Background: an optimization exercise with open tools, aiming at small area, a short achievable clock period and few clock cycles per item. Do not read the settings as production practice. The RTL was checked by simulation tests, not by an equivalence proof against the original design. Power figures rest on the tool's default switching activity, not on a simulated workload.

the previous run:
Design ddp, start of the top module:
module ddp #(
    parameter MAX_PAYLOAD_BYTES = 16
) (
    input  wire        clk,
    input  wire        rst,
    input  wire        bus_valid,
    input  wire        bus_we,
    input  wire [1:0]  bus_size,
    input  wire [18:0] bus_addr,
    input  wire [31:0] bus_wdata,
    output reg         rsp_valid,
    output reg         rsp_err,
    output wire [31:0] rsp_rdata
);
Size: about 6,400 cells after synthesis, roughly 760 flip-flops, about 58,000 um2 of cells after synthesis.
clock: 12.5 ns
lec_check: 0
abc_clock_period_in_ps: 4000
cap_margin: 20
core_margin: 2
core_utilization: 45
place_density: 0.6
setup_slack_margin: 5
slew_margin: 20
standard.sh (not shown) runs the stock make flow with config.mk's settings and CLKGATE_MAP_FILE= SYNTH_SCRIPT=/design/flow/synth_recipe.tcl, a recipe that flattens the netlist after the stock synthesis.
==> flow/flow/run.sh <==
#!/bin/bash
set -euo pipefail
bash standard.sh SETUP_SLACK_MARGIN=7 finish > standard_flow.log 2>&1
Testbench counts of the previous run, summed over its fixed seeds: cycles 28,790, items 2,883.
Changes in the current run relative to the previous run:
--- a/flow/design.v
+++ b/flow/design.v
@@ -51,12 +51,13 @@
     reg [2:0]   pend_err;
     reg         pend_ddv;
     reg [7:0]   cur;
     reg [5:0]   kidx;
     reg         fresh;
     reg [5:0]   pt_q;           
+    reg [12:0]  pde_q;          
     reg         pf_q;           
     reg         pbw_q;          
     reg [62:0]  w1;             
     reg [4:0]   alo;            
     reg [7:0]   amt_q;          
     reg [31:0]  pre_q;
@@ -130,15 +131,17 @@
         p_t = 6'd0;
         for (hi = 43; hi >= 0; hi = hi - 1)
             if (stp[hi]) p_t = hi;
     end
     wire [4:0]  h_dv   = {sb[127-35], sb[127-36], sb[127-37], sb[127-38], sb[127-39]};
     wire [5:0]  h_d1   = {1'b0, h_dv} + 6'd1;
-    wire [5:0]  h_T    = pt_q + 6'd1;
-    wire [10:0] h_prod = h_T * h_dv;                       
-    wire [12:0] h_de   = 13'd40 + {5'd0, h_T, 2'b00} + {1'b0, h_prod, 1'b0};   
+    wire [5:0]  p_T    = p_t + 6'd1;
+    wire [10:0] p_prod = p_T * h_dv;                       
+    wire [12:0] p_de   = 13'd40 + {5'd0, p_T, 2'b00} + {1'b0, p_prod, 1'b0};   
+    wire [5:0]  h_T    = pt_q;
+    wire [12:0] h_de   = pde_q;
     wire        h_fail = !pf_q || (h_de > {5'd0, L8});
     function [5:0] ns_width;           
         input [31:0] n;
         reg   [4:0]  msb;
         reg          above, np2;
         integer i;
@@ -418,30 +421,31 @@
     endgenerate
     always @(*) begin
         if (issue && i_ext)
             amt_d = arg0[7:0] + arg1[7:0];
         else if (issue && i_ns)
             amt_d = arg0[7:0] + {2'd0, ns_wc};
-        else if (hdr_go)
+        else
             amt_d = h_de[7:0] + 8'd32;
-        else if (state == S_SCAN)
+        if (state == S_SCAN)
             amt_d = amt_q + {4'd0, s_cons};      
-        else
+        if (!busy_next)
             amt_d = dti_amt;
     end
     assign src_p_d = busy_next;
     wire busy_next = issue || (st_busy && !(state == S_FIN || state == S_EXT || state == S_NS || state == S_LK || s_end));
     integer i;
     always @(posedge clk) begin
         pre_q   <= pre_d;
         dti_q   <= word && (a[18:16] == 3'd2) && kd_ok;
         dti_h_q <= a[2];
         fdi_q   <= word && (a[18:16] == 3'd3) && k_ok;
         fb_q    <= f_end;
         if (issue) ns_w <= c_ext ? arg1[5:0] : ns_wc;    
-        pt_q    <= p_t;
+        pt_q    <= p_T;
+        pde_q   <= p_de;
         pf_q    <= |stp;
         pbw_q   <= |pb_we;
         if (rst) begin
             rsp_valid   <= 1'b0;
             rsp_err     <= 1'b0;
             len_r       <= 12'd0;
### Flow results
- Taking the previous run as 1.0, the current run lands at 1.06 on wire length.
- Total clock buffers created by CTS ended up 3 higher on the current run than on the previous run.
- The current run vs. the previous run: maximum frequency from static timing analysis went down by 4.0%.
- | starting density of the core | the current run vs the previous run | 0.26 points higher |
- In the reports for the current run and the previous run, the larger count of antenna diodes in the layout belongs to the current run.
- Measured against each other, the current run and the previous run differ in non-clock buffer count, the higher figure coming from the current run.
- | clock network fraction of design power | higher: the previous run |
- The current run closes out successfully: all stages finished, all timing, DRC and antenna checks passed.
- On the current run: count of clock-buffer cells in the layout is 10 higher than what the previous run gave.
- Re final worst-path cycle share: the current run is 2.1 points up on the previous run.
- Total power, the current run and the previous run, higher one = the current run.
Testbench counts of the current run, summed over its fixed seeds: cycles 28,790, items 2,883.

==> port drivers added, routing unchanged <==
How much do the figures lean on ideal ports? The routed layouts below were timed once more, with nothing changed but the port constraints.
Step 1 assumes that a clkbuf_16 drives the clock port and a buf_2 every other input.
Step 2, shift: input delay + t, output delay - t, t = (earliest + latest rising clock arrival at the registers) / 2. This alone moves slack from input paths to output paths.
Three values: ideal ports, drivers, drivers and shift; two values: the first two.
run | t, ns | setup WS [ns] | worst setup path after step 2 | clock arrival spread, ns
the previous run | 0.831 | 6.124 / 6.124 / 5.397 | input to register | 0.088 / 0.089
the current run | 0.809 | 5.856 / 5.856 / 5.480 | input to register | 0.068 / 0.068
After both steps setup and hold are still met in every run listed. The setup slack of the previous run, which loses most, moves by 0.000 ns with the drivers and by -0.727 ns with both steps.
